Background: an optimization exercise with open tools, aiming at small area, a short achievable clock period and few clock cycles. Do not read the settings as production practice.
Function was checked by simulation only, so behaviour that the tests miss may differ from the original.
The flow treats the clock pin as an ideal source, which a real chip does not have.

==> trial 32: inputs <==
## apex_cpu
module apex_cpu (
    input  wire        clk,
    input  wire        rst,
    input  wire [31:0] pc_base,
    output wire [31:0] imem_addr,
    input  wire [63:0] imem_rec,
    input  wire        imem_hit,
    output wire        halted,
    output wire        faulted,
    output wire [1:0]  fault_kind,
    output wire [31:0] fault_pc,
    output wire [7:0]  fault_op,
    output wire [63:0] clk_count,
    output wire [63:0] retired_count,
    output wire        zflag,
    input  wire [3:0]  insp_reg_idx,
    output wire [31:0] insp_reg_val,
    output wire        insp_reg_pend,
    input  wire [31:0] insp_mem_addr,
    output wire [31:0] insp_mem_val
);
Settings: LEC_CHECK=0, CAP_MARGIN=20, CORE_MARGIN=2, CORE_UTILIZATION=60, CTS_CLUSTER_DIAMETER=70, CTS_CLUSTER_SIZE=24, SLEW_MARGIN=20; clock period 100.0 ns.
standard.sh (not shown) runs the stock make flow with config.mk's settings and CLKGATE_MAP_FILE= SYNTH_SCRIPT=/design/flow/synth_recipe.tcl, a recipe that flattens the netlist after the stock synthesis.
==> flow/flow/run.sh <==
#!/bin/bash
# The standard layout (the standard.sh) with two changes:
#  - buffer_ports puts sky130_fd_sc_hd__buf_2 on every input and output port;
#  - after clock tree synthesis, flow/size.tcl upsizes cells on the
#    combinational inspection paths (input port to output port), keeping
#    only changes that shorten the worst of those paths, and legalizes.
set -euo pipefail
PORTS="BUFFER_PORTS_ARGS=-buffer_cell sky130_fd_sc_hd__buf_2"
bash standard.sh "$PORTS" cts > standard_cts.log 2>&1
R=orfs/results/sky130hd/apex_cpu/base
IN_ODB=$R/4_cts.odb IN_SDC=$R/4_cts.sdc OUT_ODB=$R/4_cts_sized.odb SIZE_ITERS=60 \
    openroad -no_init -exit flow/size.tcl > size.log 2>&1
cp $R/4_cts_sized.odb $R/4_cts.odb
bash standard.sh "$PORTS" finish > standard.log 2>&1
==> flow/flow/size.tcl <==
# Upsize the cells on the paths from the inspection inputs to the inspection
# outputs (combinational port-to-port paths), one cell at a time, keeping a
# change only when it shortens the worst such path.
set lib_dir $::env(FLOW_HOME)/platforms/sky130hd/lib
read_liberty $lib_dir/sky130_fd_sc_hd__tt_025C_1v80.lib
read_db $::env(IN_ODB)
read_sdc $::env(IN_SDC)
source $::env(FLOW_HOME)/platforms/sky130hd/setRC.tcl
estimate_parasitics -placement
set_propagated_clock [all_clocks]

set outs [get_ports {insp_mem_val[*] insp_reg_val[*] fault_op[*] imem_addr[*]}]
proc worst_arr {} {
  global outs
  set p [find_timing_paths -to $outs -sort_by_slack -group_path_count 1]
  return [get_property [lindex $p 0] slack]
}
proc bigger {master} {
  if {![regexp {^(.*)_([0-9]+)$} $master -> base n]} { return "" }
  foreach m {1 2 4 8 12 16} {
    if {$m > $n} {
      set c [get_lib_cells -quiet sky130_fd_sc_hd__tt_025C_1v80/${base}_$m]
      if {[llength $c]} { return ${base}_$m }
    }
  }
  return ""
}
set start [worst_arr]
puts "SIZE start slack $start"
set tried [dict create]
for {set it 0} {$it < $::env(SIZE_ITERS)} {incr it} {
  set p [lindex [find_timing_paths -to $outs -sort_by_slack -group_path_count 1] 0]
  set base_slack [get_property $p slack]
  set improved 0
  foreach pin [[$p path] pins] {
    set inst [$pin instance]
    if {$inst eq "NULL" || $inst eq "" || [catch {get_full_name $inst}]} continue
    set name [get_full_name $inst]
    if {[dict exists $tried $name]} continue
    set master [get_property $inst ref_name]
    if {[string match "*dfxtp*" $master] || [string match "*edfxtp*" $master] || [string match "*clkbuf*" $master]} continue
    set nb [bigger $master]
    if {$nb eq ""} { dict set tried $name 1; continue }
    replace_cell $inst $nb
    estimate_parasitics -placement
    set s [worst_arr]
    if {$s > $base_slack + 0.005} {
      puts "SIZE $name $master -> $nb slack $s"
      set improved 1
      break
    } else {
      replace_cell $inst $master
      dict set tried $name 1
    }
  }
  if {!$improved} { break }
}
estimate_parasitics -placement
puts "SIZE end slack [worst_arr]"
detailed_placement
check_placement
write_db $::env(OUT_ODB)
==> trial 26 (differences from trial 32) <==
==> flow/flow/run.sh (replaced) <==
#!/bin/bash
# The standard layout (the standard.sh: ORFS synthesis through finish),
# with one change: the buffers that buffer_ports puts on every input and
# output port are sky130_fd_sc_hd__buf_2 instead of the default cell.
set -euo pipefail
bash standard.sh "BUFFER_PORTS_ARGS=-buffer_cell sky130_fd_sc_hd__buf_2" finish > standard.log 2>&1
CTS_CLUSTER_DIAMETER = 60   (was 70)
CTS_CLUSTER_SIZE = 18   (was 24)
removed: flow/flow/size.tcl
==> comparison <==
Between trial 32 and trial 26, the lower sequential share of layout area is in trial 26 (gap 0.37 points). Of trial 32 and trial 26, trial 26 has the higher final area (gap about 0.8%, measured against trial 26). Of trial 32 and trial 26, trial 26 has the higher via count (gap about 0.47%, measured against trial 26). Between trial 32 and trial 26, the lower hold slack is in trial 26 (gap 0.85 ps). Of trial 32 and trial 26, trial 26 has the higher count of clock-buffer cells in the layout (gap 38). In trial 32 the worst setup slack is better than in trial 26, by 470 ps. Between trial 32 and trial 26, the lower global-route usage is in trial 32 (gap 0.29 points). Flip-flop and latch count is the same in trial 26 and trial 32.
==> figures <==
ANT cells: trial 26 56; trial 32 35
Worst Setup EP: trial 26 insp_mem_val[13]; trial 32 insp_mem_val[21]
Post-route standard cell area excluding fillers: trial 26 0.115 mm2; trial 32 0.114 mm2
Worst clock skew: trial 26 54.8 ps; trial 32 113 ps
Area of combinational cells with multiple inputs: trial 26 0.0498 mm2; trial 32 0.0498 mm2
Run status: trial 26 no timing/DRC/antenna violations; trial 32 no timing/DRC/antenna violations
Proportion of cell area spent on the clock network: trial 26 4.00%; trial 32 3.24%
GRT Total Usage: trial 26 53.6%; trial 32 53.3%
Data arrival time of the critical path: trial 26 24760 ps; trial 32 24290 ps
Post-layout instance count excluding filler cells: trial 26 11.6k; trial 32 11.5k
Relative slew slack: trial 26 6.58%; trial 32 7.85%
Total length of routed met2 wires: trial 26 189000 um; trial 32 187000 um
Final critical-path setup slack: trial 26 55240 ps; trial 32 55710 ps
Fill cell instance count of the final layout: trial 26 12.6k; trial 32 12.7k
Met2 track utilization from global routing: trial 26 72.4%; trial 32 72.4%
Final area over synthesized area: trial 26 1.108x; trial 32 1.099x
Testbench counts of trial 32, summed over its fixed seeds: cycles 157,439.
Testbench counts of trial 26, summed over its fixed seeds: cycles 157,439.

==> separate check: timing with driven ports <==
The results above use ideal ports. As a check the final layouts listed here were re-extracted and re-timed, cells and wires unchanged. Step 1 assumes that a clkbuf_16 drives the clock port and a buf_2 every other input. Step 2 times the ports against the registers' clock, not the clock port: input delays grow and output delays shrink by t, the midpoint of the rising clock arrivals with the driver on. Three values: no drivers, after step 1, after step 2; two values: the first two.
run | shift t [ns] | setup WS [ns] | clock arrival spread, ns | worst register clock-pin slew, ns
trial 32 | 0.964 | 55.707 / 55.575 / 55.575 | 0.113 / 0.113 | 0.10 / 0.10
trial 26 | 0.964 | 55.240 / 55.215 / 55.215 | 0.055 / 0.055 | 0.08 / 0.08
After both steps every run listed still meets setup and hold. For trial 32, which loses most, drivers alone change the setup slack by -0.132 ns; drivers and shift together by -0.132 ns.
